This is an optimization exercise on Yosys and OpenROAD, whose aim is small area, a short achievable clock period and few clock cycles per item, not a production implementation.
Where RTL was checked, it was by simulation tests only, not by an equivalence proof against the original.
For runs 7 and 8, only the layout was checked, not whether the RTL still works.
Power figures rest on the tool's default switching activity, not on a simulated workload.

File: design.v
module oncore_crc (
    input  wire        clk,
    input  wire        rst_n,        
    input  wire [1:0]  cmd,          
    input  wire [4:0]  cmd_order,    
    input  wire [15:0] cmd_poly,     
    input  wire [15:0] cmd_init,     
    input  wire [7:0]  cmd_data,     
    output wire        cmd_ready,
    output wire        res_valid,
    output wire [15:0] res
);
    localparam [1:0] CMD_START  = 2'd1;
    localparam [1:0] CMD_BYTE   = 2'd2;
    localparam [1:0] CMD_FINISH = 2'd3;
    reg [7:0]  crc_lo;       
    reg [15:0] poly;         
    reg [6:0]  q;            
    reg [3:0]  nlo;          
    reg [7:0]  top;          
    reg        data_v;
    reg [15:0] rsh;
    reg [3:0]  rcnt;         
    reg        rbusy;
    reg        fin_r;        
    wire rfree = !rbusy || (rcnt == 4'd0);
    wire rload = fin_r && rfree;
    assign cmd_ready = !fin_r || rfree;
    assign res_valid = rbusy && (rcnt == 4'd0);
    assign res       = rsh;
    wire start = (cmd == CMD_START);
    function [15:0] align;
        input [15:0] x;
        input [4:0]  n;
        reg   [31:0] y;
        begin
            y = {x, 16'b0};
            y = n[0] ? {1'b0, y[31:1]} : y;
            y = n[1] ? {2'b0, y[31:2]} : y;
            y = n[2] ? {4'b0, y[31:4]} : y;
            y = n[3] ? {8'b0, y[31:8]} : y;
            align = y[15:0] | (x & {16{n[4]}});
        end
    endfunction
    reg [7:0] qn;
    integer m, j;
    always @* begin
        qn = 8'd1;
        for (m = 1; m < 8; m = m + 1) begin
            qn[m] = 1'b0;
            for (j = 1; j <= m; j = j + 1)
                qn[m] = qn[m] ^ (poly[16-j] & qn[m-j]);
        end
    end
    wire [15:0] pv   = poly & {16{data_v}};
    wire [15:0] base = data_v ? {crc_lo, 8'b0}
                     : start  ? align(cmd_init, cmd_order)
                     : {top, crc_lo};
    reg  [7:0]  d, fb;
    reg  [15:0] crc_d;
    integer i, k;
    always @* begin
        for (i = 0; i < 8; i = i + 1)
            d[i] = top[7-i];
        for (i = 0; i < 8; i = i + 1) begin
            fb[i] = d[i];
            for (k = 0; k < i; k = k + 1)
                fb[i] = fb[i] ^ (q[i-k-1] & d[k]);
        end
        crc_d = base;
        for (k = 0; k < 8; k = k + 1)
            crc_d = crc_d ^ ({16{fb[k]}} & (pv << (7-k)));
    end
    always @(posedge clk) begin
        top    <= crc_d[15:8] ^ (cmd_data & {8{cmd == CMD_BYTE}});
        data_v <= (cmd == CMD_BYTE);
        q      <= qn[7:1];
        crc_lo <= crc_d[7:0];
        if (start) begin
            poly <= align(cmd_poly, cmd_order);
            nlo  <= cmd_order[3:0];
        end
        rsh  <= rload ? {top, crc_lo} : {1'b0, rsh[15:1]};
        rcnt <= rload ? nlo : rcnt + 4'd1;
        if (!rst_n) begin
            rbusy <= 1'b0;
            fin_r <= 1'b0;
        end else begin
            rbusy <= rload || (rbusy && rcnt != 4'd0);
            fin_r <= (fin_r && !rfree) || (cmd == CMD_FINISH && cmd_ready);
        end
    end
endmodule
File: config.mk
export PLATFORM = sky130hd
export DESIGN_NAME = oncore_crc
export DESIGN_NICKNAME = oncore_crc
export VERILOG_FILES = /design/flow/design.v
export SDC_FILE = /design/flow/constraint.sdc
export NUM_CORES = 4
export LEC_CHECK = 0
export CAP_MARGIN = 20
export CORE_MARGIN = 2
export CORE_UTILIZATION = 40
export CTS_BUF_LIST = sky130_fd_sc_hd__clkbuf_8
export SETUP_SLACK_MARGIN = 3.25
export SLEW_MARGIN = 20
File: flow/run.sh
#!/bin/bash
# Standard layout, but the port buffers that global placement inserts use
# buf_1 instead of the slow clkdlybuf4s50_1 that buffer_ports picks by itself.
set -euo pipefail
export BUFFER_PORTS_ARGS="-buffer_cell sky130_fd_sc_hd__buf_1"
bash standard.sh > standard.log 2>&1
File: standard.sh
#!/bin/bash
# synth_recipe.tcl (not shown) runs the flow's synth.tcl, then flattens the netlist and writes it again
# the make line also repeats each setting of config.mk as NAME=value (left out here)
make -C /OpenROAD-flow-scripts/flow DESIGN_CONFIG=/design/flow/config.mk WORK_HOME=/design/flow/orfs CLKGATE_MAP_FILE= SYNTH_SCRIPT=/design/flow/synth_recipe.tcl "${@:-finish}"
File: constraint.sdc
create_clock -name core_clock -period 6.0 [get_ports {clk}]
set_input_delay 1.2000 -clock core_clock [delete_from_list [all_inputs] [get_ports {clk}]]
set_output_delay 1.2000 -clock core_clock [all_outputs]
set_load 0.01 [all_outputs]
==> results of run 1 <==
==> sequential cells by signal (all words and copies together) (netlist names) <==
name    count
top         8
crc_lo      8
q           7
rsh        16
rbusy       1
rcnt        4
nlo         4
poly       16
data_v      1
fin_r       1
==> critical path: stages <==
cell and delay (ns):
clkbuf_16 0.22, mux4_2 0.58, a221oi_2 0.24, o21ai_1 0.09, a22oi_1 0.20, xnor2_1 0.15, xnor3_1 0.23
==> power by group through the flow <==
stage	clock [mW]	combinational (mW)	sequential (mW)
after floorplan	0	2.14	0.725
after global placement	0	2.51	0.807
after detailed placement	0	2.57	0.814
after CTS	0.411	2.61	0.804
after global routing	0.431	2.89	0.824
final	0.401	2.68	0.811
==> worst min path at each step <==
stage	from	to	cells past startpoint
finish	rcnt[0]	rcnt[0]	1
global route	rcnt[0]	rcnt[0]	1
CTS	nlo[1]	rcnt[1]	1
detailed placement	nlo[1]	rcnt[1]	1
global placement	nlo[1]	rcnt[1]	1
floorplan	poly[15]	q[0]	0
==> metal layers <==
metal,global-route usage,vias up,part of all wire,wire [µm]
li1,-,2373,-,-
met1,0.2895,2479,0.44,7168
met2,0.3681,206,0.47,7704
met3,0.03950,42,0.061,1012
met4,0.1027,0,0.035,575
met5,0,-,0,0
==> cell type report <==
type / count / area [µm²] / share of cell area
multi-input cells: 550 / 3911 / 0.6235
clock inverters: 7 / 82.58 / 0.01316
repair buffers: 76 / 351.6 / 0.05604
clock buffers: 9 / 123.9 / 0.01974
flip-flops and latches: 66 / 1525 / 0.2431
well taps: 180 / 225.2 / 0.03590
inverters: 12 / 53.80 / 0.008576
==> through the flow <==
step / setup WS [ns] / instances / instance area (µm²)
final: 3.320 / 900 / 6274
after global routing: 3.202 / 900 / 6274
after CTS: 3.210 / 897 / 6221
after detailed placement: 2.261 / 880 / 5953
after global placement: 2.311 / 880 / 5953
after floorplan: 3.133 / 668 / 5673
==> layout by cell type, fill, tap and decap left out, drive strengths merged, types with 3 or more instances in the layout <==
| cell type | n |
|---|---|
| nand2 | 138 |
| xnor2 | 87 |
| buf | 74 |
| nor2 | 73 |
| dfxtp | 46 |
| a21oi | 34 |
| o21ai | 34 |
| xor2 | 29 |
| mux2 | 26 |
| nand3 | 20 |
| edfxtp | 20 |
| mux2i | 14 |
| inv | 13 |
| mux4 | 12 |
| clkbuf | 11 |
| xnor3 | 10 |
| o22ai | 6 |
| and3 | 6 |
| a221o | 6 |
| ha | 5 |
| and2 | 5 |
| o211ai | 4 |
| nor3 | 4 |
| nand2b | 4 |
| nor2b | 4 |
| a221oi | 4 |
| o21a | 3 |
| xor3 | 3 |
| clkinv | 3 |
==> kinds of logic after synthesis <==
group | Yosys count | synth area share
DFF | 66 | 0.2712
and+or+nand+nor | 255 | 0.1854
xor gates and xnor gates | 129 | 0.2451
AOI/OAI and AO/OA | 109 | 0.1200
muxes | 52 | 0.1254
adders and majority gates | 5 | 0.01115
buffers and inverters | 52 | 0.04171
==> cell usage after synthesis, drive strengths merged (2+ instances only) <==
master	instances
a21o	2
a21oi	34
a221o	6
a221oi	4
a22o	2
a22oi	2
a31oi	2
a32o	2
and2	5
and3	6
buf	18
clkbuf	22
clkinv	3
dfxtp	46
edfxtp	20
ha	5
inv	9
mux2	26
mux2i	14
mux4	12
nand2	138
nand2b	4
nand3	20
nor2	73
nor2b	4
nor3	4
o211ai	4
o21a	3
o21ai	34
o221ai	2
o22ai	6
xnor2	87
xnor3	10
xor2	29
xor3	3
==> what timing repair did <==
action | CTS | global route
setup buffers | 1 | 3
pin swaps | 1 | 1
gates resized for setup | 12 | 10
setup endpoints to repair | 25 | 12
==> run notes, run 1 <==
Status
The flow ran to the end and the layout has no timing, DRC or antenna violations.

Yosys
Of the synthesized area, sequential elements account for 0.2712. The summed instance area of the synthesized netlist is 0.005609 mm². The area share of the largest cell type after synthesis is 0.1642. Ranked by total cell area, the synthesized netlist is headed by dfxtp_1 16%, xnor2_1 13%, edfxtp_1 11%.

The async set or reset register ratio after synthesis is 0. The synthesized instance count is 668. The synthesis warning total is 1. The number of different library cells in the post-synthesis netlist is 52. The post-synthesis register bit count is 66. Summed over all instances, the cell type with the most area after synthesis is dfxtp_1.

The number of nets handed over by synthesis was 722. The most used flip-flop cell after synthesis is dfxtp_1. In this run, synthesis inferred 20 flip-flops with an integrated enable. The average cell area after synthesis is 8.397 µm².

Layout
The synthesis-to-finish area growth is 11.84%. The share of layout cells above drive strength 1 is 0.1292. The antenna diode count is 0. Measured on the finished design, the core utilization comes to 0.4555.

The final-layout fill cell count is 1433. The net count reported at finish is 769.

Place
The count of buffers from port buffering is 66. The last weighted congestion value of the routability-driven placer is 0.9000. Summed over all nets, the half-perimeter wirelength after detailed placement is 12210 µm.

Detailed routing
The count of unresolved DRC violations after routing is 0. After the first detailed-routing iteration, the DRC count stood at 437. Before antenna repair, the detailed router went through 5 iterations. The final wirelength is 16460 µm. The detail route stage leaves a number of antenna-violating nets equal to 0.

The final route contains 5100 vias. After detailed routing, the average wire length per cell comes to 18.29 µm. The number of vias per cell is 5.667.

STA
Measured against its own limit, the worst slew margin works out to 0.3907. For the finished layout, the period the worst path requires is 2.680 ns. The number of max-slew violations in the final report came to 0. Setup violations remaining at the end of the flow were counted as 0. The final-report hold violation count was 0. The setup TNS is 0 ns.

Setup repair after global routing could not meet its margin everywhere. In the finished design, the share of the clock period the worst path needs comes to 0.4467. Derived from the worst setup path, the maximum achievable clock frequency is 0.3731 GHz.

Hold is met by 0.4636 ns. Across the routed clock network, the largest skew measured is 0.01479 ns. At the pin with the least slew margin, the transition time is 0.9109 ns.

Pwr
The share of power burned in the clock network is 0.103. Power spread over the standard cell area amounts to 619.8 mW/mm². The static leakage power is 2.429 nW. The switching fraction of total power is 0.4629. The highest ir drop seen on vdd is 0.3309 mV. The total power is 3.888 mW. Of the total power, registers draw 0.209.

The internal cell power is 2.088 mW. The net load switching power is 1.800 mW. Of the total power, combinational logic draws 0.688.

Worst hold path
The worst min-delay path category is flop to flop.

Flow run
The max-cap check violation count is 0.

GRT
The number of global-route vias before repair came to 4851. The global-route wire length before repair is 25760 µm. The leftover overflow at the end of global routing is 0. The overall track demand over capacity in global routing is 0.2249. The largest net degree at the start of global routing is 52. The initial antenna violation count is 0.

Clock tree
The number of buffers created by CTS is 9. The clock-pin slew reported for the worst setup and hold paths after clock tree synthesis is 0.08 ns. The clock tree from TritonCTS is yes. The buffer cell driving the clock tree root is clkbuf_8. The later-pin clock latency in the skew report is 0.37 ns. Clock tree synthesis found a total of 66 sinks. Hold repair after CTS inserted 0 buffers.

Counting along the longest clock path gives a buffer depth of 2. The deepest level of the CTS H-tree is 3.

Worst setup path
The data arrival time of the critical path is 2.93 ns. In this run the critical register-to-register path is launched from top[5]. The endpoint of the most critical setup path is top[4]. In this run the critical register-to-register path is captured at top[7]. The critical-path maximum fanout is 33. The setup check on the worst reg-to-reg path leaves a slack of 3.37 ns. Counting cells, the worst reg-to-reg path comes to 8.

The critical path startpoint is cmd_order[0]. The startpoint-to-endpoint class of the critical path is input pin to flop. At the worst endpoint, the required time is 6.25 ns. The worst setup path is launched from an input pin. The capturing element type of the critical path is a flop.

Floorplanning
The die height is 122.4 µm. The overall die area is 0.01499 mm². Measured along the x axis, the die boundary spans 122.4 µm. The initialized floorplan defines 43 standard-cell rows. For this configuration, the core starts out at a cell density of 0.4072. The number of ports placed on the die boundary is 67. The total area inside the core boundary comes to 0.01377 mm².
Testbench counts, summed over its fixed seeds: cycles 35,351, bytes 32,800.
==> inputs of run 2 (changes only) <==
--- a/design.v
+++ b/design.v
@@ -23,10 +23,15 @@
     reg [3:0]  rcnt;         
     reg        rbusy;
     reg        fin_r;        
+    reg  ready_r;            
+    reg  valid_r;            
     wire rfree = !rbusy || (rcnt == 4'd0);
     wire rload = fin_r && rfree;
-    assign cmd_ready = !fin_r || rfree;
-    assign res_valid = rbusy && (rcnt == 4'd0);
+    wire [3:0] rcnt_n  = rload ? nlo : rcnt + 4'd1;
+    wire       rbusy_n = rload || (rbusy && rcnt != 4'd0);
+    wire       fin_n   = (fin_r && !rfree) || (cmd == CMD_FINISH && ready_r);
+    assign cmd_ready = ready_r;
+    assign res_valid = valid_r;
     assign res       = rsh;
     wire start = (cmd == CMD_START);
     function [15:0] align;
@@ -81,13 +86,17 @@
             nlo  <= cmd_order[3:0];
         end
         rsh  <= rload ? {top, crc_lo} : {1'b0, rsh[15:1]};
-        rcnt <= rload ? nlo : rcnt + 4'd1;
+        rcnt <= rcnt_n;
         if (!rst_n) begin
-            rbusy <= 1'b0;
-            fin_r <= 1'b0;
+            rbusy   <= 1'b0;
+            fin_r   <= 1'b0;
+            ready_r <= 1'b1;
+            valid_r <= 1'b0;
         end else begin
-            rbusy <= rload || (rbusy && rcnt != 4'd0);
-            fin_r <= (fin_r && !rfree) || (cmd == CMD_FINISH && cmd_ready);
+            rbusy   <= rbusy_n;
+            fin_r   <= fin_n;
+            ready_r <= !fin_n || !rbusy_n || (rcnt_n == 4'd0);
+            valid_r <= rbusy_n && (rcnt_n == 4'd0);
         end
     end
 endmodule
--- a/config.mk
+++ b/config.mk
@@ -9,5 +9,5 @@
 export CORE_MARGIN = 2
 export CORE_UTILIZATION = 40
 export CTS_BUF_LIST = sky130_fd_sc_hd__clkbuf_8
-export SETUP_SLACK_MARGIN = 3.25
+export SETUP_SLACK_MARGIN = 3.75
 export SLEW_MARGIN = 20
==> run notes, run 2 <==
Status
The flow ran to the end and the layout has no timing, DRC or antenna violations.

Detailed routing
The number of vias per cell is 5.483. The count of unresolved DRC violations after routing is 0. The total via count after detailed routing is 5214.

After detailed routing, the average wire length per cell comes to 18.30 µm. Summed over all layers, the routed wires come to 17410 µm. Before antenna repair, the detailed router went through 4 iterations. Once detail routing completed, the nets flagged for antenna violations numbered 0. The number of DRC violations after detailed-routing iteration 0 is 342.

Layout
The share of layout cells above drive strength 1 is 0.2284. Relative to the synthesized area, the layout overhead comes to 27.42%. After filler insertion, the fill cell instance count of the layout stands at 1275. The multi-input gate area in the final layout is 0.004014 mm². The final cell count without fillers is 951. Leaving out fill and tap cells, the most frequent cell in the layout is nor2_1. Across the whole layout, storage elements account for 0.001572 mm². The net count reported at finish is 824. The largest registers in the layout are poly: 16 flops, rsh: 16 flops. The antenna diode count is 0. The top cell types in the final layout, fill and taps aside, are 118 x nor2_1, 101 x xnor2_1, 93 x nand2_1.

Yosys
The synthesized netlist net count is 730. The number of different library cells in the post-synthesis netlist is 49. The share of synthesized area in the top cell type comes to 0.1767. The cell count after synthesis came out at 676. The number of enable flip-flop cells after synthesis is 20. The post-synthesis register bit count is 68. Yosys attributes the largest share of cell area to dfxtp_1 18%, xnor2_1 17%, edfxtp_1 11%. The synthesis warning total is 1. Of the synthesized area, sequential elements account for 0.2871. The commonest cells after synthesis are 120 x nor2_1, 108 x xnor2_1, 98 x nand2_1. After synthesis, the mean cell area works out to 8.046 µm². The library cell occupying the most area in the post-synthesis netlist is dfxtp_1. The summed instance area of the synthesized netlist is 0.005439 mm². The most used flip-flop cell after synthesis is dfxtp_1. The async set or reset register ratio after synthesis is 0.

nor2_1 is the most common cell in the netlist.

STA
The highest clock frequency the design can meet is 0.3842 GHz. The relative slew slack is 0.5490. The smallest setup slack after layout is 3.397 ns.

Setup violations remaining at the end of the flow were counted as 0. The minimum hold slack is 0.4855 ns. Setup total negative slack on the finished layout was measured at 0 ns. The number of max-slew violations in the final report came to 0. The post-layout minimum cycle time is 2.603 ns.

The worst clock skew is 0.01169 ns. The final-report hold violation count was 0. Setup repair after global routing could not meet its margin everywhere.

The transition time at the pin with the least slew margin is 0.6732 ns. The final cycle utilization of the critical path is 0.4339.

Clock tree
The buffer cell driving the clock tree root is clkbuf_8. The deepest level of the CTS H-tree is 3. The number of buffers inserted for hold repair after clock tree synthesis is 0. Clock latency on the worst-skew pair, taken at its later pin, is 0.36 ns. The clock drives 68 sinks. The number of buffers created by CTS is 9.

TritonCTS built the clock tree. Counting along the longest clock path gives a buffer depth of 2. The clock-pin slew reported for the worst setup and hold paths after clock tree synthesis is 0.07 ns.

Worst setup path
The cell at the slowest stage of the critical path is mux4_2. The data arrival time of the critical path is 2.90 ns. The startpoint-to-endpoint class of the critical path is input pin to flop.

The worst setup path is captured at a flop. Along the worst path, the maximum fanout reaches 4. The startpoint type of the worst setup path is an input pin.

The signal on the critical path passes through clkbuf_2 > mux4_2 > and2_1 > a31o_2 > a22oi_2 > a21oi_1 > a21oi_1 > xnor2_1 > xnor2_1. The worst register-to-register path has a setup slack of 3.64 ns. The required time reported for the critical path endpoint is 6.29 ns.

On the critical path the largest part of the delay comes from compound AO/OA/AOI/OAI gates. The worst stage delay on the critical path is 0.49 ns. Counting both buffers and inverters, the worst setup path holds a total of 1.

Place
At the placement stage, the worst setup path has a slack of 2.251 ns. The count of buffers from port buffering is 66. The last weighted congestion value of the routability-driven placer is 0.9037. Summed over all nets, the half-perimeter wirelength after detailed placement is 11410 µm. Counting tap cells, the placed design contains a total of 885 instances.

GRT
The number of global-route vias before repair is 4926. The initial antenna violation count came to 0. The leftover overflow at the end of global routing is 0.

The largest net degree at the start of global routing is 37. The global-route wire length before repair is 26540 µm. The overall track demand over capacity in global routing is 0.2353.

Floorplanning
The overall die area is 0.01455 mm². The starting density of the core is 0.4107. The number of ports placed on the die boundary is 67. The core region is 0.01324 mm². The die is 120.6 µm wide. In this run the core area contains 42 standard-cell rows. The die height is 120.6 µm.

Pwr
The total power is 3.914 mW. The analysis attributes to cell leakage a power of 2.681 nW. The highest ir drop seen on vdd is 0.2855 mV. The power density normalized to cell area is 564.8 mW/mm².

Flow run
The max-cap check violation count is 0.

Worst hold path
The min-delay analysis places its worst path in the category flop to flop.
[run 2: cell count changes after synthesis, moves of 8 or more]
cell	delta
nor2_1	+47
nand3_1	-14
mux4_2	-8
xnor2_1	+27
nand2_1	-40
[run 2: area by class of cell]
class                   count  share of cell area
clock inverters             5            0.008485
well taps                 176             0.03177
repair inverters            2            0.001986
inverters                  16             0.01354
multi-input cells         557              0.5792
repair buffers            116              0.1164
flip-flops and latches     68              0.2268
clock buffers              11             0.02185
[run 2: kinds of logic after synthesis]
group                    after synthesis  share of synthesized area
buffers and inverters                 54                    0.04210
adder cells (fa/ha/maj)                5                    0.01150
XOR/XNOR                             136                     0.2333
multiplexers                          52                     0.1113
flip-flops                            68                     0.2871
AND/OR/NAND/NOR                      245                     0.1806
AO/OA/AOI/OAI                        116                     0.1341
[run 2: layer usage]
metal,vias to the layer above,global-route usage,part of all wire
li1,2460,-,-
met1,2471,0.3128,0.42
met2,245,0.3757,0.47
met3,38,0.04575,0.071
met4,0,0.09375,0.033
met5,-,0,0
[run 2: final timing paths]
path / from / to / cells after the start
worst min-delay path: rsh[15] / rsh[14] / 1
worst min register to register: rsh[15] / rsh[14] / 1
worst max register to register: top[7] / top[7] / 8
worst max-delay path: cmd_init[3] / top[2] / 9
[run 2: power breakdown]
group / internal (mW) / switching (mW) / leakage (nW)
Combinational: 1.34 / 1.37 / 1.98
Sequential: 0.639 / 0.167 / 0.587
Clock: 0.215 / 0.184 / 0.110
Total: 2.20 / 1.72 / 2.68
[run 2: timing repair]
action | in CTS | in global routing
pin swaps | 22 | 28
setup endpoints to repair | 68 | 29
gates resized for setup | 67 | 47
gates cloned | 5 | 3
setup buffers | 21 | 21
hold endpoints to repair | 0 | 0
[run 2: worst reg2reg max path, cell delays in order (launching register included)]
cell	delay (ns)
dfxtp_2	0.50
nand2_1	0.11
xnor2_1	0.21
xnor3_2	0.52
or2_0	0.30
o21bai_1	0.17
a21oi_1	0.19
xnor2_1	0.15
xnor2_1	0.13
[run 2: stage by stage]
stage / utilization / area (µm²)
after global routing: 0.5233 / 6930
final: 0.5233 / 6930
after CTS: 0.4940 / 6541
after global placement: 0.4401 / 5828
after detailed placement: 0.4401 / 5828
after floorplan: - / 5570
Testbench counts of run 2, summed over its fixed seeds: cycles 35,351, bytes 32,800.
==> inputs of run 3 (changes only) <==
--- a/config.mk
+++ b/config.mk
@@ -9,5 +9,5 @@
 export CORE_MARGIN = 2
 export CORE_UTILIZATION = 40
 export CTS_BUF_LIST = sky130_fd_sc_hd__clkbuf_8
-export SETUP_SLACK_MARGIN = 3.75
+export SETUP_SLACK_MARGIN = 3.5
 export SLEW_MARGIN = 20
==> run notes, run 3 <==
Floorplanning
The number of cell rows is 42. The number of ports placed on the die boundary is 67. The die is 120.6 µm tall. For this configuration, the core starts out at a cell density of 0.4107.

The overall die area is 0.01455 mm². The die is 120.6 µm wide. In this run the standard cell core region covers 0.01324 mm².

Clock tree
The H-tree was split into 3 levels. TritonCTS built the clock tree. The tree built by TritonCTS fans out to 68 sinks. For this design, the CTS-stage hold fixing added 0 buffers.

Clock-pin slew was measured on the worst setup and hold paths at 0.08 ns. The cell sitting at the root of the clock tree is a clkbuf_8. The clock passes through at most 2 buffers. The later-pin clock latency in the skew report is 0.36 ns. Buffers inserted during clock tree synthesis total 9.

Pwr
Internal power comes to 2.326 mW. The sequential fraction of design power is 0.201. The completed layout was analyzed and its total power is 4.017 mW. The net load switching power is 1.691 mW. The share of total power dissipated in the clock network is 0.125. The switching fraction of total power is 0.4210. The static leakage power is 2.571 nW.

VDD sags by at most 0.4223 mV. The combinational fraction of design power is 0.674. The power density normalized to cell area is 600.0 mW/mm².

Worst setup path
For the worst setup path, the data required time is 6.28 ns. The worst stage delay on the critical path is 0.34 ns. The slowest stage of the critical path is the mux2_2 cell. The capturing element type of the critical path is a flop. The critical path goes through clkbuf_16 > mux2_2 > and2_4 > a221oi_1 > o21ai_0 > a21oi_1 > nor2_1 > a21oi_1 > xnor2_1. Counting both buffers and inverters, the worst setup path holds a total of 1. The critical path is of the input pin to flop type.

The gate family responsible for the most delay along the worst path is compound AO/OA/AOI/OAI gates. STA classifies the critical path startpoint as an input pin. Of all nets on the critical path, the largest fanout is 8. The cell type with the highest occurrence count on the critical path is a21oi_1. The data arrival time of the critical path is 2.86 ns.

STA
The worst path needs 2.578 ns of the cycle, external delays included. The setup TNS is 0 ns. The setup-violating endpoint count in the final report is 0.

Headroom to the max-slew limit came out at 0.5464. Setup repair after global routing could not meet its margin everywhere. The worst clock skew is 0.01167 ns. For this run, the top clock speed supported by timing is 0.3880 GHz. The final cycle utilization of the critical path is 0.4296. The number of max-slew violations in the final report is 0. At the pin with the least slew margin, the transition time is 0.6770 ns. The final-report hold violation count is 0.

Detailed routing
In the routed design, unresolved DRC markers number 0. The routed wirelength normalized by instance count is 17.49 µm. The pre-antenna-repair detailed-routing pass consisted of 4 iterations. Once detail routing completed, the nets flagged for antenna violations numbered 0. The number of vias per cell is 5.446.

Wires add up to 16240 µm. The detailed router placed 5059 vias in this run. For this block, the initial DRC count from the detailed router was 287.

Layout
The share of layout cells above drive strength 1 is 0.1806. The net count reported at finish is 802. The antenna diode count is 0. Summing all flip-flop and latch instances after layout gives 0.001568 mm².

The largest registers in the layout are poly: 16 flops, rsh: 16 flops. In the final layout, the multi-input gates occupy 0.003897 mm². Relative to the synthesized area, the layout overhead comes to 23.10%. The most common cell after layout, fill and taps aside is nor2_1.

The top cell types in the final layout, fill and taps aside, are 118 x nor2_1, 103 x xnor2_1, 96 x nand2_1. The layout has 1293 filler cells.

Yosys
The synthesized netlist net count is 730. By area the synthesized netlist is led by dfxtp_1 18%, xnor2_1 17%, edfxtp_1 11%. The synthesized instance count is 676. The most used flip-flop cell after synthesis is dfxtp_1. The synthesis warning total is 1. The most numerous cell in the Yosys netlist is nor2_1. In this run, synthesis produced a sequential element count of 68. The sequential fraction of the synthesis area is 0.2871. The number of different library cells in the post-synthesis netlist is 49. Ranked by instance count, the synthesized netlist is headed by 120 x nor2_1, 108 x xnor2_1, 98 x nand2_1. The area share of the largest cell type after synthesis is 0.1767. In the synthesized netlist the async set-or-reset flop fraction comes to 0. The library cell occupying the most area in the post-synthesis netlist is dfxtp_1. The synthesized design contains 20 enable-type register cells. The average cell area after synthesis is 8.046 µm². The summed instance area of the synthesized netlist is 0.005439 mm².

Status
The flow ran to the end and the layout has no timing, DRC or antenna violations.

GRT
The total overflow left after global routing is 0. The met3 usage is 0.03774. Entering global routing, the biggest net connects 37 pins. The peak-usage layer in the global routing report is met2. The number of global-route vias before repair is 4755. The initial antenna violation count is 0. The overall track demand over capacity in global routing is 0.2177. The global-route wire length before repair is 24690 µm. The met1 usage in global routing is 0.2937. For met2 alone, demand over resource in global routing was 0.3425.

Worst hold path
The worst min-delay path category is flop to flop.

Place
Summed over all nets, the half-perimeter wirelength after detailed placement is 11160 µm. Routability-driven placement finished with a final weighted congestion of 0.9015. During placement, the flow inserted port buffers numbering 66.

Flow run
The max-cap check violation count is 0.
run 3: layout make-up:
class	count	share of cell area
inverter	16	0.01289
multi-input combinational	555	0.5821
clock buffer	9	0.01850
timing repair buffer	97	0.09793
tap	176	0.03289
sequential	68	0.2342
clock inverter	7	0.02074
timing repair inverter	1	0.0007475
run 3: metal layers:
metal / routed length, µm / part of all wire / up-vias
li1: - / - / 2415
met5: 0 / 0 / -
met1: 7114 / 0.44 / 2386
met3: 1117 / 0.069 / 34
met4: 571 / 0.035 / 0
met2: 7441 / 0.46 / 224
run 3: power by group through the flow:
stage          registers, mW  clock network [mW]  logic, mW
5_1_grt                0.825               0.526       2.90
3_3_place_gp           0.805                   0       2.08
4_1_cts                0.801               0.512       2.20
2_1_floorplan          0.743                   0       1.76
3_5_place_dp           0.808                   0       2.11
6_report               0.808               0.500       2.71
run 3: logic make-up after synthesis:
group	after synthesis	synth area share
mux	52	0.1113
compound gates	116	0.1341
fa+ha+maj	5	0.01150
simple gates	245	0.1806
flops	68	0.2871
xor+xnor	136	0.2333
buf+inv	54	0.04210
run 3: timing repair:
action | CTS | global route
gates resized for setup | 38 | 44
buffers inserted | 9 | 14
setup endpoints to repair | 32 | 18
cloned | 4 | 1
pin swaps | 6 | 24
run 3: path summary, 6_finish.rpt:
path	start	slack, ns	to	cells after the start
setup / recovery	cmd_order[0]	3.42	top[6]	9
hold / removal	rsh[1]	0.49	rsh[0]	1
setup reg to reg	rcnt[0]	3.68	ready_r	7
hold reg to reg	rsh[1]	0.49	rsh[0]	1
run 3: worst register-to-register path: cells and delay by family, from the launching register on:
| kind | cells | cell delay (ns) |
|---|---|---|
| AND/OR/NAND/NOR | 2 | 0.83 |
| AO/OA/AOI/OAI | 2 | 0.41 |
| multiplexers | 1 | 0.39 |
| flip-flops | 1 | 0.38 |
| adder cells (fa/ha/maj) | 1 | 0.19 |
| buffers and inverters | 1 | 0.06 |
run 3: stage by stage:
step                std cells  cell area [µm²]  hold slack (ns)    util  worst slack, ns
floorplan                 676             5537           0.4595       -            3.184
global placement          885             5809           0.4674  0.4387            2.315
detailed placement        885             5817           0.4719  0.4392            2.291
finish                    929             6695           0.4934  0.5056            3.422
CTS                       914             6352           0.4911  0.4797            3.458
global route              929             6695           0.5147  0.5056            3.397
==> inputs of run 4 (changes only) <==
--- a/config.mk
+++ b/config.mk
@@ -9,5 +9,5 @@
 export CORE_MARGIN = 2
 export CORE_UTILIZATION = 40
 export CTS_BUF_LIST = sky130_fd_sc_hd__clkbuf_8
-export SETUP_SLACK_MARGIN = 3.5
+export SETUP_SLACK_MARGIN = 3.1
 export SLEW_MARGIN = 20
==> run notes, run 4 <==
Layout
The area growth from synthesis to layout is 11.43%. The most common cell after layout, fill and taps aside is nor2_1. At the end of the flow the core is filled with cells to 0.4577. In the final layout, the registers with the most flip-flops are poly: 16 flops, rsh: 16 flops. The layout has 1336 filler cells. After the last flow step, the layout net total stands at 776. The register cell area after layout is 0.001562 mm².

The multi-input gate area in the final layout is 0.003702 mm². The number of antenna diodes in the final layout is 0. In the layout the commonest cells are 118 x nor2_1, 106 x xnor2_1, 98 x nand2_1.

Of the cells placed in the final design, the portion with a size suffix greater than 1 is 0.09766.

Pwr
The internal power of the cells totals 1.799 mW. The combinational fraction of design power is 0.646. The total power is 3.370 mW. Of the total power, the share spent switching nets is 0.4660.

Summed over all nets, the switching power comes to 1.571 mW. VDD sags by at most 0.2634 mV. The sequential fraction of design power is 0.238. Of the total power, the clock network draws 0.116. In this run the power density over the cells is 556.0 mW/mm². The static leakage power is 2.251 nW.

Worst setup path
The critical-path maximum fanout is 28. The worst setup path is launched from an input pin. The worst setup path is of the input pin to flop kind. The data arrival time of the critical path is 3.11 ns. At the worst endpoint, the required time is 6.30 ns. STA classifies the critical path endpoint as a flop.

Detailed routing
The number of search-and-repair iterations in the first detailed-routing pass is 5. The number of vias per cell is 5.447. For this run, design rule violations remaining after detail routing come to 0. For this block, the initial DRC count from the detailed router was 374. In the final routed layout, each cell accounts on average for 17.26 µm. In this run the remaining antenna-violating nets after routing total 0.

The detailed router placed 4919 vias in this run. The final wirelength is 15590 µm.

Yosys
The async set or reset register ratio after synthesis is 0. After synthesis, the most frequently instantiated cells are 120 x nor2_1, 108 x xnor2_1, 98 x nand2_1. The most numerous cell in the Yosys netlist is nor2_1. The synthesized instance count is 676. The most used flip-flop cell after synthesis is dfxtp_1.

Summing every instance area after synthesis gives 0.005439 mm². The average instance in the mapped netlist occupies 8.046 µm². When the netlist entered floorplanning its net count stood at 730. For this run, the number of Yosys warnings is 1. Ranked by total cell area, the synthesized netlist is headed by dfxtp_1 18%, xnor2_1 17%, edfxtp_1 11%. The library cell occupying the most area in the post-synthesis netlist is dfxtp_1. The number of different library cells in the post-synthesis netlist is 49. The area share of the largest cell type after synthesis is 0.1767. After synthesis the netlist holds a flip-flop and latch count of 68.

In this run, synthesis inferred 20 flip-flops with an integrated enable. The share of the Yosys chip area taken by registers is 0.2871.

Floorplanning
The starting density of the core is 0.4107. The overall die area is 0.01455 mm². The placeable core region is 0.01324 mm². After floorplanning, the core was divided into 42 placement rows.

Measured along the x axis, the die boundary spans 120.6 µm. The die is 120.6 µm tall. 67 I/O pins were placed.

Place
The pre-CTS setup slack is 2.306 ns. Detailed placement ended at an HPWL of 11520 µm. At the end of routability-driven placement, the weighted congestion stood at 0.8900.

Buffers placed on the I/O ports in this run total 66.

GRT
Entering global routing, the biggest net connects 36 pins. For this run, the total global-route usage over all layers was measured as 0.2233. The initial antenna violation count is 0.

The leftover overflow at the end of global routing is 0. The first global-routing pass estimated 25650 µm of wire. The number of global-route vias before repair is 4853.

STA
Setup repair after global routing could not meet its margin everywhere. The highest clock frequency the design can meet is 0.3563 GHz. The final cycle utilization of the critical path is 0.4677.

The post-layout minimum cycle time is 2.806 ns. The number of max-slew violations in the final report is 0. The minimum hold slack is 0.4826 ns. Headroom to the max-slew limit came out at 0.3214. The final-report hold violation count is 0.

The worst clock skew is 0.01863 ns. The setup-violating endpoint count in the final report is 0. For the pin with the worst max-slew slack, the measured transition is 1.016 ns.

In the post-route analysis, the smallest setup slack over all paths is 3.194 ns. For the final routed database, the setup TNS stands at 0 ns.

Clock tree
The deepest level of the CTS H-tree is 3. After clock tree synthesis, the flow added hold-fix buffers numbering 0. The number of buffers created by CTS is 9. The clock-pin slew reported for the worst setup and hold paths after clock tree synthesis is 0.09 ns. The clock tree buffer depth is 2.

The tree is rooted in a clkbuf_8. TritonCTS built the clock tree. The sink count of the clock tree is 68. The later pin in the worst-skew pair is clocked with a latency of 0.37 ns.

Worst hold path
The worst min-delay path category is flop to flop.

Status
The flow ran to the end and the layout has no timing, DRC or antenna violations.

Flow run
Across the run, the number of max-cap violations was 0.
run 4: per-stage QoR:
step | cells | area (µm²)
6_report | 903 | 6061
5_1_grt | 903 | 6061
4_1_cts | 902 | 5995
3_5_place_dp | 886 | 5784
3_3_place_gp | 886 | 5784
2_1_floorplan | 676 | 5455
run 4: cells by family (layout without fill, tap and decap cells):
family	Yosys count	in the layout	share of synthesized area
buffers and inverters	54	105	0.04210
XOR/XNOR	136	136	0.2333
multiplexers	52	52	0.1113
adder cells (fa/ha/maj)	5	5	0.01150
AO/OA/AOI/OAI	116	116	0.1341
flip-flops	68	68	0.2871
AND/OR/NAND/NOR	245	245	0.1806
run 4: cell type report:
cell class / instances / share of cell area
Timing Repair inverter: 1 / 0.0008258
Inverter: 16 / 0.01094
Tap cell: 176 / 0.03633
Clock inverter: 7 / 0.01218
Clock buffer: 9 / 0.02044
Multi-Input combinational cell: 554 / 0.6109
Timing Repair Buffer: 72 / 0.05078
Sequential cell: 68 / 0.2576
run 4: routing by layer:
layer	GRT usage	up-vias	routed length (µm)
met1	0.3020	2324	6936
li1	-	2367	-
met5	0	-	0
met4	0.07776	0	326
met3	0.04292	24	1170
met2	0.3559	204	7153
run 4: worst max-delay path: stages:
cell	delay (ns)
buf_1	0.08
buf_4	0.30
clkinvlp_4	0.35
and2_1	0.24
a31o_2	0.21
a22oi_1	0.18
a21oi_1	0.10
a21oi_1	0.15
xnor2_1	0.15
xnor2_1	0.13
run 4: what timing repair did:
item                       CTS  global route
gates cloned                 0             1
resized for setup            4            13
setup endpoints to repair   21            15
setup buffers                0             0
hold endpoints to repair     0             0
run 4: power by group through the flow:
stage	registers (mW)	logic, mW	clock network (mW)
after global placement	0.806	2.05	0
after detailed placement	0.810	2.09	0
after global routing	0.820	2.38	0.420
after CTS	0.800	2.10	0.402
final	0.803	2.18	0.390
after floorplan	0.743	1.75	0
run 4: worst paths after layout:
path / start / to / slack, ns / cells after the start
worst min-delay path: rsh[14] / rsh[13] / 0.48 / 1
worst max register to register: top[5] / top[7] / 3.38 / 8
worst max-delay path: cmd_order[2] / top[2] / 3.19 / 10
worst min register to register: rsh[14] / rsh[13] / 0.48 / 1
==> inputs of run 5 (changes only) <==
--- a/config.mk
+++ b/config.mk
@@ -9,5 +9,5 @@
 export CORE_MARGIN = 2
 export CORE_UTILIZATION = 40
 export CTS_BUF_LIST = sky130_fd_sc_hd__clkbuf_8
-export SETUP_SLACK_MARGIN = 3.1
+export SETUP_SLACK_MARGIN = 3.25
 export SLEW_MARGIN = 20
==> run notes, run 5 <==
Status
The flow ran to the end and the layout has no timing, DRC or antenna violations.

GRT
Entering global routing, the biggest net connects 36 pins. The met3 usage is 0.03255. The number of global-route vias before repair is 4659.

After global routing the overflow that remains totals 0. Across every metal layer, demand over resource in global routing totals 0.2138. The initial antenna violation count is 0.

The met2 track demand over resource in global routing is 0.3390. For this run, global-route usage on met1 was measured as 0.2961. The first global-routing pass estimated 24380 µm of wire.

In this run the most used layer during global routing was met2.

Floorplanning
The die width is 120.6 µm. The starting density of the core is 0.4107. The die is 120.6 µm tall. The die covers 0.01455 mm². The initialized floorplan defines 42 standard-cell rows. The placeable core region is 0.01324 mm². In this run the count of I/O pins placed on the die edge is 67.

Worst setup path
The required time reported for the critical path endpoint is 6.25 ns. The worst register-to-register path begins at top[3]. The setup check on the worst reg-to-reg path leaves a slack of 3.49 ns.

The startpoint-to-endpoint class of the critical path is input pin to flop. The worst setup path is launched from an input pin. The length in cells of the worst reg-to-reg path is 8.

The terminus of the critical flop-to-flop path is top[0]. The critical-path maximum fanout is 33. STA classifies the critical path endpoint as a flop.

The data arrival time of the critical path is 2.92 ns. The critical path startpoint is cmd_order[1]. The endpoint of the most critical setup path is top[2].

Pwr
The total power is 3.398 mW. Of the total power, the share spent switching nets is 0.4554. The static leakage power is 2.317 nW. The power density normalized to cell area is 549.5 mW/mm². IR analysis of the VDD net gives a maximum drop of 0.2919 mV. The combinational fraction of design power is 0.638. The internal cell power is 1.851 mW.

Summed over all nets, the switching power comes to 1.548 mW. The share of power burned in the clock network is 0.126. Of the total power, registers draw 0.235.

Clock tree
The deepest level of the CTS H-tree is 3. The buffer cell driving the clock tree root is clkbuf_8. For this design, the sink count on the clock tree is 68. The longest clock path from root to sink contains 2 buffers. Hold repair after CTS inserted 0 buffers. At the later pin of the worst-skew pair, clock insertion delay measures 0.37 ns.

After clock tree synthesis, the clock-pin slew on the worst setup and hold paths is 0.08 ns. TritonCTS built the clock tree. In this run, CTS created clock tree buffers numbering 9.

Yosys
The simple-gate portion of the synthesized area is 0.1806. The area share of xor/xnor cells in the synthesized design is 0.2333. The share of synthesized area in the top cell type comes to 0.1767. Ranked by instance count, the synthesized netlist is headed by 120 x nor2_1, 108 x xnor2_1, 98 x nand2_1. Yosys mapped a number of flops with a built-in enable equal to 20. The share of the Yosys chip area taken by registers is 0.2871. The post-synthesis register bit count is 68. The library cell occupying the most area in the post-synthesis netlist is dfxtp_1. Measured against the total synthesized area, the mux share comes to 0.1113. The fraction of the mapped netlist area in compound gates is 0.1341. The synthesis warning total is 1. Synthesis produced 676 cells. Of the total synthesized cell area, the portion taken by full adders, half adders and majority gates is 0.01150.

The summed instance area of the synthesized netlist is 0.005439 mm². The most used flip-flop cell after synthesis is dfxtp_1. The average cell area after synthesis is 8.046 µm².

After synthesis, the cell types taking the most area are dfxtp_1 18%, xnor2_1 17%, edfxtp_1 11%. The synthesized netlist net count is 730. The combinational family with the most area after synthesis is XOR/XNOR gates.

In the post-synthesis netlist, the cell with the most instances is nor2_1. The number of different library cells in the post-synthesis netlist is 49. The async set or reset register ratio after synthesis is 0.

STA
The final cycle utilization of the critical path is 0.4453. Setup repair after global routing could not meet its margin everywhere. The minimum hold slack is 0.4874 ns. The relative slew slack is 0.5574. The setup TNS is 0 ns. The setup-violating endpoint count in the final report is 0. Between clock sinks in the finished design, the worst skew comes to 0.01278 ns. For the pin with the worst max-slew slack, the measured transition is 0.6607 ns. Subtracting the final worst setup slack from the clock period gives 2.672 ns.

The number of max-slew violations in the final report is 0. The final-report hold violation count is 0. The highest clock frequency the design can meet is 0.3743 GHz.

Layout
The share of layout cells above drive strength 1 is 0.1108. The library cells used most frequently in the layout, excluding fill and tap cells, are 118 x nor2_1, 106 x xnor2_1, 97 x nand2_1. Summing all multi-input logic gate instances after layout gives 0.003736 mm². The antenna diode count is 0. The net count reported at finish is 780. Compared with the post-synthesis result, the final layout area differs by 13.71%. Registers take 0.001565 mm². The largest registers in the layout are poly: 16 flops, rsh: 16 flops.

The final-layout fill cell count is 1322. Leaving out fill and tap cells, the most frequent cell in the layout is nor2_1.

Detailed routing
For this run, the detailed router's first-pass iteration total came to 5. The count of unresolved DRC violations after routing is 0. The total via count after detailed routing is 4893. The number of DRC violations after detailed-routing iteration 0 is 395. The final wirelength is 15340 µm. After detailed routing, the average wire length per cell comes to 16.91 µm. In this run the remaining antenna-violating nets after routing total 0. The number of vias per cell is 5.395.

Worst hold path
The worst min-delay path category is flop to flop.

Place
The count of buffers from port buffering is 66. The last weighted congestion value of the routability-driven placer is 0.9339. The wire-length estimate of the detail-placed layout is 11360 µm.

Flow run
The max-cap check violation count is 0.
run 5: cell counts after synthesis:
No cell type changed its count.
run 5: repair_timing:
item / CTS / global route
gates resized for setup: 14 / 15
buffers inserted: 0 / 3
endpoints found under the setup margin: 25 / 15
cloned: 1 / 1
run 5: worst min-delay path by stage:
stage,from,endpoint,slack (ns),depth (start not counted)
after floorplan,nlo[1],rcnt[1],0.46,1
after global placement,rsh[15],rsh[14],0.46,1
after detailed placement,rsh[11],rsh[10],0.47,1
after CTS,rsh[15],rsh[14],0.50,1
after global routing,rsh[15],rsh[14],0.51,1
final,rsh[15],rsh[14],0.49,1
run 5: final cells by class:
cell class | count | area share
multi-input cells | 554 | 0.6041
flip-flops and latches | 68 | 0.2531
repair buffers | 76 | 0.05867
well taps | 176 | 0.03561
clock buffers | 9 | 0.02003
clock inverters | 7 | 0.01598
inverters | 16 | 0.01173
repair inverters | 1 | 0.0008092
run 5: layer usage:
layer,part of all wire,vias up
met5,0,-
met4,0.015,0
met3,0.070,17
met2,0.47,197
met1,0.45,2309
li1,-,2370
run 5: power by group through the flow:
stage / Combinational (mW) / Sequential (mW) / Clock [mW]
after detailed placement: 2.08 / 0.806 / 0
after global routing: 2.36 / 0.821 / 0.454
after global placement: 2.06 / 0.803 / 0
after CTS: 2.15 / 0.797 / 0.434
final: 2.17 / 0.800 / 0.429
after floorplan: 1.76 / 0.743 / 0
run 5: logic make-up after synthesis:
family | count (synthesis)
fa+ha+maj | 5
simple gates | 245
compound gates | 116
buf+inv | 54
xor+xnor | 136
mux | 52
flops | 68
run 5: critical path: stages:
cell	delay (ns)
buf_1	0.08
buf_6	0.27
mux4_2	0.35
and2_1	0.16
a31o_2	0.21
a22oi_1	0.15
a21oi_1	0.10
a21oi_1	0.15
xnor2_1	0.15
xnor2_1	0.09
run 5: through the flow:
step	instances	cell area [µm²]	utilization	setup slack, ns
final	907	6185	0.4670	3.328
after global routing	907	6185	0.4670	3.173
after CTS	903	6093	0.4601	3.213
after detailed placement	886	5802	0.4381	2.288
after global placement	886	5802	0.4381	2.334
after floorplan	676	5498	-	3.174
==> inputs of run 6 (changes only) <==
--- a/config.mk
+++ b/config.mk
@@ -9,5 +9,7 @@
 export CORE_MARGIN = 2
 export CORE_UTILIZATION = 40
 export CTS_BUF_LIST = sky130_fd_sc_hd__clkbuf_8
+export CTS_CLUSTER_DIAMETER = 100
+export CTS_CLUSTER_SIZE = 25
 export SETUP_SLACK_MARGIN = 3.25
 export SLEW_MARGIN = 20
==> run notes, run 6 <==
Status
The run finished with no timing, DRC or antenna violations.

Pwr
In this run the static leakage power is 2.317 nW. VDD sags by at most 0.2919 mV. Power spread over the standard cell area amounts to 549.5 mW/mm².

Worst setup path
The origin of the critical flop-to-flop path is top[3]. The endpoint identified for the worst register-to-register timing path is top[0]. The startpoint type of the worst setup path is an input pin. The capturing element type of the critical path is a flop. The gate family responsible for the most delay along the worst path is compound AO/OA/AOI/OAI gates. The critical-path maximum fanout is 33. The required time reported for the critical path endpoint is 6.25 ns. Traced cell by cell, the critical path runs through buf_1 > buf_6 > mux4_2 > and2_1 > a31o_2 > a22oi_1 > a21oi_1 > a21oi_1 > xnor2_1 > xnor2_1.

The critical path is of the input pin to flop type. The length in cells of the worst reg-to-reg path is 8. The setup check on the worst reg-to-reg path leaves a slack of 3.49 ns. On the worst path, the slowest cell contributes a delay of 0.35 ns. The slowest stage of the critical path belongs to the cell mux4_2.

The critical path depth in cells is 10. Following the worst setup path forward leads to its endpoint at top[2]. Together, buffers and inverters on the worst path number 2.

The critical path startpoint is cmd_order[1]. The data arrival time of the critical path is 2.92 ns.

Clock tree
The clock-pin slew reported for the worst setup and hold paths after clock tree synthesis is 0.08 ns. The buffer cell driving the clock tree root is clkbuf_8. The clock passes through at most 2 buffers. The clock net in this run drives a total of 68 sinks.

The number of buffers inserted for hold repair after clock tree synthesis is 0. In this run the number of H-tree levels came out at 3. The number of buffers created by CTS is 9. TritonCTS built the clock tree.

Clock latency on the worst-skew pair, taken at its later pin, is 0.37 ns.

GRT
The total overflow left after global routing is 0. Across every metal layer, demand over resource in global routing totals 0.2138. The first global-routing pass estimated 24380 µm of wire. The largest net degree at the start of global routing is 36. The initial antenna violation count was 0. The number of global-route vias before repair was 4659.

Layout
The final layout contains 780 nets. Summing all multi-input logic gate instances after layout gives 0.003736 mm². The share of layout cells above drive strength 1 is 0.1108. The register cell area after layout is 0.001565 mm². With fillers left out, the area of the finished cells amounts to 0.006185 mm². The final-layout fill cell count is 1322. Leaving out fill and tap cells, the most frequent cell in the layout is nor2_1. The synthesis-to-finish area growth is 13.71%. Leaving out fill and tap cells, the most frequent cells in the layout are 118 x nor2_1, 106 x xnor2_1, 97 x nand2_1. The antenna diode count is 0. The largest registers in the layout are poly: 16 flops, rsh: 16 flops.

STA
The relative slew slack is 0.5574. Setup repair after global routing could not meet its margin everywhere. The setup-violating endpoint count in the final report is 0. The worst clock skew is 0.01278 ns. The number of max-slew violations in the final report is 0. The final-report hold violation count is 0. The post-layout minimum cycle time is 2.672 ns. The final cycle utilization of the critical path is 0.4453. The transition time at the pin with the least slew margin is 0.6607 ns. The setup TNS is 0 ns. Based on the critical path, the design can be clocked at up to 0.3743 GHz.

Place
The count of buffers from port buffering is 66. The estimated wirelength of the detail-placed design is 11360 µm. The last weighted congestion value of the routability-driven placer is 0.9339.

Summing all placed instances gives a cell area of 0.005802 mm².

Detailed routing
The final wirelength is 15340 µm. The total via count after detailed routing is 4893. After detailed routing, the met3 layer carries 1068 µm of wire. The highest metal layer carrying signal wires in the routed design is met4.

The length of routed wiring on met1 is 6834 µm. The final antenna-violating net count is 0. The routed wirelength normalized by instance count is 16.91 µm. The number of search-and-repair iterations in the first detailed-routing pass is 5.

After the first detailed-routing iteration, the DRC count stood at 395. The met2 wirelength from detailed routing is 7198 µm. The count of unresolved DRC violations after routing is 0. The number of vias per cell is 5.395.

Floorplanning
The floorplan has 42 rows. Measured along the y axis, the die boundary spans 120.6 µm. The placeable core region is 0.01324 mm². The number of ports placed on the die boundary is 67. The die is 120.6 µm wide. The floorplan step defined a die boundary enclosing 0.01455 mm².

For this configuration, the core starts out at a cell density of 0.4107.

Yosys
The synthesized netlist net count is 730. The library cell occupying the most area in the post-synthesis netlist is dfxtp_1. The summed instance area of the synthesized netlist is 0.005439 mm².

The most numerous cell in the Yosys netlist is nor2_1. The most used flip-flop cell after synthesis is dfxtp_1. The synthesis warning total is 1.

Counting flops and latches in the post-synthesis netlist gives 68. The area share of the largest cell type after synthesis is 0.1767. By area the synthesized netlist is led by dfxtp_1 18%, xnor2_1 17%, edfxtp_1 11%. The average cell area after synthesis is 8.046 µm². The share of the Yosys chip area taken by registers is 0.2871.

The async set or reset register ratio after synthesis is 0. After synthesis, the most frequently instantiated cells are 120 x nor2_1, 108 x xnor2_1, 98 x nand2_1. The number of different library cells in the post-synthesis netlist is 49. The number of enable flip-flop cells after synthesis is 20.

Counting every instance in the synthesized netlist gives 676.

Flow run
Across the run, the number of max-cap violations was 0.

Worst hold path
The worst min-delay path category is flop to flop.
[run 6: cell counts in the layout (fill, tap and decap cells not counted)]
No cell type changed its count.
[run 6: how the worst min path moves through the flow]
stage	slack, ns	from	endpoint	cells past startpoint
2_1_floorplan	0.46	nlo[1]	rcnt[1]	1
3_3_place_gp	0.46	rsh[15]	rsh[14]	1
3_5_place_dp	0.47	rsh[11]	rsh[10]	1
4_1_cts	0.50	rsh[15]	rsh[14]	1
5_1_grt	0.51	rsh[15]	rsh[14]	1
6_report	0.49	rsh[15]	rsh[14]	1
[run 6: per-layer routing]
layer,GRT usage,vias to the layer above
met5,0,-
met4,0.07485,0
met3,0.03255,17
met2,0.3390,197
met1,0.2961,2309
li1,-,2370
[run 6: report_power, final]
group / total (mW) / switching (mW) / internal, mW
clock network: 0.429 / 0.193 / 0.236
logic: 2.17 / 1.19 / 0.978
registers: 0.800 / 0.164 / 0.637
[run 6: cell families (layout without fill, tap and decap cells)]
family | after synthesis | count (layout) | synth area share
AOI/OAI and AO/OA | 116 | 116 | 0.1341
xor gates and xnor gates | 136 | 136 | 0.2333
and+or+nand+nor | 245 | 245 | 0.1806
adders and majority gates | 5 | 5 | 0.01150
muxes | 52 | 52 | 0.1113
buffers and inverters | 54 | 109 | 0.04210
DFF | 68 | 68 | 0.2871
[run 6: repair_timing]
item,4_1_cts,5_1_grt
setup buffers,0,3
pin swaps,0,0
gates cloned,1,1
endpoints found under the setup margin,25,15
resized for setup,14,15
[run 6: through the flow]
stage	hold slack [ns]	setup slack, ns	utilization	std cells	total power [mW]
floorplan	0.4595	3.174	-	676	2.500
global placement	0.4613	2.334	0.4381	886	2.867
detailed placement	0.4748	2.288	0.4381	886	2.891
CTS	0.4957	3.213	0.4601	903	3.378
global route	0.5073	3.173	0.4670	907	3.630
finish	0.4874	3.328	0.4670	907	3.398
[run 6: worst register-to-register path, cell delays in order, from the launching register on]
cell and delay [ns]:
dfxtp_1 0.48, nand2_1 0.09, xnor3_1 0.37, xnor3_2 0.59, nor2_1 0.19, xnor2_1 0.15
xnor2_1 0.10, xnor2_1 0.32, xnor2_1 0.15
[run 6: area by class of cell]
| class | instances | share of cell area |
|---|---|---|
| Multi-Input combinational cell | 554 | 0.6041 |
| Sequential cell | 68 | 0.2531 |
| Timing Repair Buffer | 76 | 0.05867 |
| Tap cell | 176 | 0.03561 |
| Clock buffer | 9 | 0.02003 |
| Clock inverter | 7 | 0.01598 |
| Inverter | 16 | 0.01173 |
| Timing Repair inverter | 1 | 0.0008092 |
==> inputs of run 7 (changes only) <==
--- a/design.v
+++ b/design.v
@@ -19,6 +19,7 @@
     reg [3:0]  nlo;          
     reg [7:0]  top;          
     reg        data_v;
+    reg        align_v;      
     reg [15:0] rsh;
     reg [3:0]  rcnt;         
     reg        rbusy;
@@ -58,8 +59,9 @@
         end
     end
     wire [15:0] pv   = poly & {16{data_v}};
-    wire [15:0] base = data_v ? {crc_lo, 8'b0}
-                     : start  ? align(cmd_init, cmd_order)
+    wire [15:0] base = data_v  ? {crc_lo, 8'b0}
+                     : start   ? cmd_init
+                     : align_v ? align({top, crc_lo}, {nlo == 4'd0, nlo})
                      : {top, crc_lo};
     reg  [7:0]  d, fb;
     reg  [15:0] crc_d;
@@ -79,6 +81,7 @@
     always @(posedge clk) begin
         top    <= crc_d[15:8] ^ (cmd_data & {8{cmd == CMD_BYTE}});
         data_v <= (cmd == CMD_BYTE);
+        align_v <= start;
         q      <= qn[7:1];
         crc_lo <= crc_d[7:0];
         if (start) begin
--- a/config.mk
+++ b/config.mk
@@ -9,7 +9,5 @@
 export CORE_MARGIN = 2
 export CORE_UTILIZATION = 40
 export CTS_BUF_LIST = sky130_fd_sc_hd__clkbuf_8
-export CTS_CLUSTER_DIAMETER = 100
-export CTS_CLUSTER_SIZE = 25
 export SETUP_SLACK_MARGIN = 3.25
 export SLEW_MARGIN = 20
==> run notes, run 7 <==
STA
The post-layout minimum cycle time is 2.694 ns. The setup TNS is 0 ns. The transition time at the pin with the least slew margin is 0.8858 ns. The number of max-slew violations in the final report came to 0. The final-report hold violation count is 0. The smallest setup slack after layout is 3.306 ns. Timing would allow up to 0.3712 GHz. Setup repair after global routing could not meet its margin everywhere. Between clock sinks in the finished design, the worst skew comes to 0.01345 ns. The worst pin sits at a relative slew slack of 0.4094.

The final cycle utilization of the critical path is 0.4491. The setup-violating endpoint count in the final report is 0.

Floorplanning
The die covers 0.01538 mm². The placeable core region is 0.01399 mm². For this design the top-level I/O count stands at 67. The floorplan has 43 rows. The die height is 124.0 µm. The starting density of the core is 0.4120. From left edge to right edge, the die measures 124.0 µm.

Clock tree
The clock tree from TritonCTS is yes. In this run, post-CTS hold repair placed 0 buffers. CTS saw 69 sinks.

The buffer cell driving the clock tree root is clkbuf_8. The deepest level of the CTS H-tree is 3. In this run the deepest clock path goes through 2 buffers. At the later pin of the worst-skew pair, clock insertion delay measures 0.36 ns. TritonCTS created 9 clock buffers. The clock-pin slew reported for the worst setup and hold paths after clock tree synthesis is 0.08 ns.

GRT
The global-route wire length before repair is 24680 µm. The number of global-route vias before repair is 4813. Global routing finished with a remaining overflow of 0.

The overall track demand over capacity in global routing is 0.2063. The largest net degree at the start of global routing is 83. The initial antenna violation count is 0.

Yosys
Summing every instance area after synthesis gives 0.005763 mm². The area share of the largest cell type after synthesis is 0.1702. The async set or reset register ratio after synthesis is 0. The number of nets in the synthesized netlist is 740. The library cell occupying the most area in the post-synthesis netlist is dfxtp_1.

In the synthesized netlist the dominant register cell turns out to be dfxtp_1. The number of different library cells in the post-synthesis netlist is 52. The synthesized instance count is 686.

nand2_1 is the most common cell in the netlist. A synthesized cell averages 8.401 µm². The synthesis warning total is 1.

The sequential fraction of the synthesis area is 0.2744. By count the netlist is led by 129 x nand2_1, 85 x xnor2_1, 49 x dfxtp_1. Yosys mapped a number of flops with a built-in enable equal to 20. After synthesis the netlist holds a flip-flop and latch count of 69. Sorting the synthesized cells by area gives the leading types as dfxtp_1 17%, xnor2_1 13%, edfxtp_1 10%.

Layout
The share of layout cells above drive strength 1 is 0.1335. Compared with the post-synthesis result, the final layout area differs by 12.22%. The antenna diode count is 0. The net count of the finished layout is 784.

The top cell types in the final layout, fill and taps aside, are 129 x nand2_1, 84 x xnor2_1, 65 x buf_1. The final cell count without fillers is 914. In the final layout, the registers with the most flip-flops are poly: 16 flops, rsh: 16 flops. The library cell used most frequently in the layout, excluding fill and tap cells, is nand2_1.

Pwr
The analysis attributes to net switching a power of 1.886 mW. Cell internal power was estimated by the tool at 2.444 mW. The share of total power dissipated in sequential elements is 0.201. The switching fraction of total power is 0.4356. For this design the ratio of total power to cell area is 669.5 mW/mm². The combinational fraction of design power is 0.707. The highest ir drop seen on vdd is 0.4186 mV. The static leakage power is 2.518 nW. The share of total power dissipated in the clock network is 0.092.

Place
The congestion estimate from routability-driven global placement came to 0.9302. The count of buffers from port buffering is 66. The pre-CTS setup slack is 2.113 ns. The placed cell count is 882.

The estimated wirelength of the detail-placed design is 10880 µm.

Detailed routing
The final wirelength is 15370 µm. The number of search-and-repair iterations in the first detailed-routing pass is 8. In this run the remaining antenna-violating nets after routing total 0. After detailed routing, the average wire length per cell comes to 16.82 µm. After the first detailed-routing iteration, the DRC count stood at 450. The number of vias per cell is 5.547. For this run, design rule violations remaining after detail routing come to 0. The total via count after detailed routing is 5070.

Worst setup path
The worst setup path is captured at a flop. The startpoint-to-endpoint class of the critical path is flop to flop. Measured in cells, the most critical reg-to-reg path has a length of 9.

The data arrival time of the critical path is 2.95 ns. The critical-path maximum fanout is 20. The startpoint type of the worst setup path is a flop. For the worst setup path, the data required time is 6.25 ns.

Worst hold path
The cell depth of the worst hold path is 1. The worst min-delay path category is flop to flop.

Flow run
The max-cap check violation count is 0.

Status
The run finished with no timing, DRC or antenna violations.
## run 7: cell count changes in the layout (fill, tap and decap cells not counted), sizes merged, moves of 5 or more
cell,change
a21oi,-10
buf,+12
nand2,+32
nand2b,+7
nand3,+35
nor2,-78
nor2b,+6
nor3,+5
o21ai,+5
xnor2,-22
xnor3,+7
## run 7: per-layer routing
metal | up-vias | global-route usage | wire length (µm) | part of all wire
met1 | 2388 | 0.2818 | 6834 | 0.44
met5 | - | 0 | 0 | 0
met3 | 36 | 0.03022 | 1160 | 0.075
met4 | 0 | 0.08357 | 363 | 0.024
li1 | 2425 | - | - | -
met2 | 221 | 0.3276 | 7015 | 0.46
## run 7: cell families (layout without fill, tap and decap cells)
logic type	Yosys count	in the layout	share of synthesized area
simple gates	255	255	0.1930
fa+ha+maj	5	5	0.01086
flops	69	69	0.2744
xor+xnor	125	125	0.2267
mux	64	64	0.1361
compound gates	100	100	0.1096
buf+inv	68	116	0.04928
## run 7: path summary, 6_finish.rpt
check / startpoint / endpoint / slack [ns]
worst min register to register: rsh[13] / rsh[12] / 0.48
worst max-delay path: nlo[2] / top[3] / 3.31
worst min-delay path: rsh[13] / rsh[12] / 0.48
worst max register to register: nlo[2] / top[3] / 3.31
## run 7: cell type report
class | count | area (µm²)
fill | 1381 | 7521
multi-input combinational | 549 | 3950
sequential | 69 | 1595
timing repair buffer | 88 | 445.4
tap | 180 | 225.2
clock buffer | 11 | 151.4
inverter | 12 | 48.80
clock inverter | 4 | 46.29
timing repair inverter | 1 | 5.005
## run 7: worst max-delay path, stage by stage, from the launching register on
cell and delay (ns):
edfxtp_1 0.76, o41ai_4 0.62, buf_4 0.27, a21oi_1 0.08, o21ai_0 0.09, a21oi_1 0.06
nor4_1 0.29, a21oi_1 0.08, xnor3_1 0.21, xnor2_1 0.13
## run 7: timing repair
action / CTS / global route
resized for setup: 16 / 9
buffers inserted: 10 / 6
cloned: 1 / 0
pin swaps: 2 / 3
setup endpoints to repair: 44 / 23
## run 7: power by group through the flow
stage / Combinational, mW / Clock (mW) / Sequential [mW]
global route: 3.35 / 0.427 / 0.893
finish: 3.06 / 0.399 / 0.871
CTS: 2.92 / 0.404 / 0.864
detailed placement: 2.87 / 0 / 0.877
global placement: 2.83 / 0 / 0.873
floorplan: 2.42 / 0 / 0.759
## run 7: stage by stage
step	total power, mW	util	cell area [µm²]	hold slack (ns)
after floorplan	3.174	-	5769	0.4686
after global placement	3.703	0.4326	6051	0.4620
after detailed placement	3.745	0.4326	6051	0.4668
after CTS	4.184	0.4570	6392	0.4847
after global routing	4.665	0.4623	6467	0.5037
final	4.330	0.4623	6467	0.4821
==> inputs of run 8 (changes only) <==
--- a/config.mk
+++ b/config.mk
@@ -9,5 +9,5 @@
 export CORE_MARGIN = 2
 export CORE_UTILIZATION = 40
 export CTS_BUF_LIST = sky130_fd_sc_hd__clkbuf_8
-export SETUP_SLACK_MARGIN = 3.25
+export SETUP_SLACK_MARGIN = 3.5
 export SLEW_MARGIN = 20
==> run notes, run 8 <==
Yosys
Of the total synthesized cell area, the portion taken by XOR and XNOR cells is 0.2267. The sequential fraction of the synthesis area is 0.2744. The library cell occupying the most area in the post-synthesis netlist is dfxtp_1. The adder-cell area share of the yosys netlist is 0.01086. By area, the combinational part of the netlist is dominated by XOR/XNOR gates. In the post-synthesis netlist, the cell with the most instances is nand2_1. The synthesis warning total is 1.

The fraction of the mapped netlist area in compound gates is 0.1096. For this run, the leading register cell type out of synthesis is dfxtp_1. Synthesis handed over a netlist of 686 instances. The simple-gate portion of the synthesized area is 0.1930. The number of enable flip-flop cells after synthesis is 20. Of the post-synthesis cell area, the part taken by muxes is 0.1361.

After synthesis the cells add up to 0.005763 mm². The commonest cells after synthesis are 129 x nand2_1, 85 x xnor2_1, 49 x dfxtp_1. Counting every net in the synthesized netlist gives 740. After synthesis, the share of flip-flops with an asynchronous set or reset is 0. The number of different library cells in the post-synthesis netlist is 52. In this run the mean area of a mapped cell was 8.401 µm².

The share of synthesized area in the top cell type comes to 0.1702. The post-synthesis register bit count is 69. In the post-synthesis netlist, the biggest area contributors are dfxtp_1 17%, xnor2_1 13%, edfxtp_1 10%.

Place
The placed standard-cell area is 0.006070 mm². The estimated wirelength of the detail-placed design is 11220 µm. The number of placed instances, taps included, is 881.

The last weighted congestion value of the routability-driven placer is 0.9210. Input and output buffers added on the ports amount to 66.

STA
The post-layout minimum cycle time is 2.473 ns. The final-report hold violation count is 0. The final cycle utilization of the critical path is 0.4122. The transition time at the pin with the least slew margin is 0.7236 ns. Static timing analysis puts the maximum clock frequency at 0.4044 GHz. The setup-violating endpoint count in the final report is 0.

The clock arrives with 0.009039 ns of skew. After routing, the total negative slack on setup checks comes to 0 ns. Setup repair after global routing could not meet its margin everywhere. The number of max-slew violations in the final report is 0. The worst pin sits at a relative slew slack of 0.5176.

GRT
The initial antenna violation count is 0. Global routing finished with a remaining overflow of 0. The global-route wire length before repair is 25560 µm.

The number of global-route vias before repair is 5003. The overall track demand over capacity in global routing is 0.2171. Entering global routing, the biggest net connects 83 pins.

Clock tree
For this design, the CTS-stage hold fixing added 0 buffers. Counting every sink on the clock net gives 69. Clock-pin slew was measured on the worst setup and hold paths at 0.07 ns. The cell sitting at the root of the clock tree is a clkbuf_8.

At the later pin of the worst-skew pair, clock insertion delay measures 0.37 ns. The clock tree from TritonCTS is yes. The H-tree generated during clock tree synthesis spans 3 levels. The clock tree buffer depth is 2. The number of buffers created by CTS is 9.

Floorplanning
The die is 124.0 µm tall. The die covers 0.01538 mm². The core region is 0.01399 mm². Pin placement for this block handled 67 I/O pins. The starting density of the core is 0.4120.

The die width is 124.0 µm. Row generation in the floorplan step produced 43 rows.

Layout
The final core utilization is 0.4867. The antenna diode count is 0. Of the cells placed in the final design, the portion with a size suffix greater than 1 is 0.1821. The most common cell after layout, fill and taps aside is nand2_1. With fillers left out, the area of the finished cells amounts to 0.006808 mm². The area growth from synthesis to layout is 18.13%. The layout has 1340 filler cells. At the end of the flow, the number of nets in the layout was 808. The library cells used most frequently in the layout, excluding fill and tap cells, are 127 x nand2_1, 81 x xnor2_1, 61 x buf_1. The largest registers in the layout are poly: 16 flops, rsh: 16 flops. The final cell count without fillers is 938.

Worst setup path
The gate family responsible for the most delay along the worst path is XOR/XNOR gates. The critical path is of the flop to flop type. For the worst setup path, the data arrival time is 2.72 ns. For this run, the slowest stage of the critical path takes 0.41 ns.

The cell type with the highest occurrence count on the critical path is xnor3_1. The number of buffers and inverters on the critical path is 0. The capturing element type of the critical path is a flop. The critical-path maximum fanout is 7. The cell at the slowest stage of the critical path is xnor3_1. The required time reported for the critical path endpoint is 6.25 ns. The critical path goes through nand2_2 > xnor3_1 > xnor3_2 > nand2_1 > xnor3_1 > xor3_1 > mux2_4 > xnor2_2. The startpoint type of the worst setup path is a flop.

Pwr
The highest ir drop seen on vdd is 0.4591 mV. For this design the ratio of total power to cell area is 661.4 mW/mm². The total power is 4.503 mW. The static leakage power is 2.724 nW.

Status
The flow ran to the end and the layout has no timing, DRC or antenna violations.

Detailed routing
The routed wirelength normalized by instance count is 17.55 µm. Detailed routing inserted a total of 5188 vias. The count of unresolved DRC violations after routing is 0. The number of vias per cell is 5.531. The final wirelength is 16460 µm.

The detail route stage leaves a number of antenna-violating nets equal to 0. The number of DRC violations after detailed-routing iteration 0 is 569. The number of search-and-repair iterations in the first detailed-routing pass is 5.

Flow run
The max-cap check violation count is 0.

Worst hold path
The worst min-delay path category is flop to flop.
run 8: repair_timing:
item,in CTS,in global routing
gates resized for setup,31,33
setup buffers,18,22
pin swaps,3,21
endpoints found under the setup margin,28,18
hold endpoints to repair,0,0
gates cloned,1,1
run 8: area by class of cell:
| cell class | count | area, µm² | area share |
|---|---|---|---|
| multi-input cells | 550 | 4030 | 0.5920 |
| flip-flops and latches | 69 | 1618 | 0.2376 |
| repair inverters | 1 | 8.758 | 0.001287 |
| well taps | 180 | 225.2 | 0.03308 |
| clock buffers | 12 | 165.2 | 0.02426 |
| repair buffers | 111 | 664.4 | 0.09759 |
| clock inverters | 3 | 37.54 | 0.005514 |
| inverters | 12 | 58.81 | 0.008638 |
run 8: layer usage:
layer	part of all wire	global-route usage	vias to the layer above
met3	0.066	0.03297	22
met2	0.47	0.3623	231
met4	0.022	0.08216	0
met5	0	0	-
met1	0.44	0.2836	2466
li1	-	-	2469
run 8: path summary, 6_finish.rpt:
kind	from	endpoint	slack [ns]	cells past startpoint
max reg2reg	top[6]	top[4]	3.53	8
min reg2reg	rsh[10]	rsh[9]	0.48	1
max	top[6]	top[4]	3.53	8
min	rsh[10]	rsh[9]	0.48	1
run 8: cell families (layout without fill, tap and decap cells):
| family | Yosys count | count (layout) |
|---|---|---|
| xor+xnor | 125 | 125 |
| compound gates | 100 | 100 |
| flops | 69 | 69 |
| simple gates | 255 | 256 |
| buf+inv | 68 | 139 |
| mux | 64 | 64 |
| fa+ha+maj | 5 | 5 |
run 8: metrics by stage:
stage | hold slack [ns] | worst slack, ns
global placement | 0.4623 | 2.702
global route | 0.4975 | 3.460
finish | 0.4773 | 3.527
CTS | 0.4819 | 3.418
detailed placement | 0.4648 | 2.632
floorplan | 0.4686 | 3.396
run 8: where the power goes:
group,internal (mW),switching [mW]
registers,0.659,0.205
clock network,0.221,0.181
logic,1.69,1.55
total,2.57,1.93

Check on run 8: ideal ports give 3.527 ns setup slack; a clkbuf_16 on the clock port and buf_2 on the inputs give 3.518 ns; moving port delays by the midpoint clock arrival (0.399 ns) as well gives 3.119 ns.
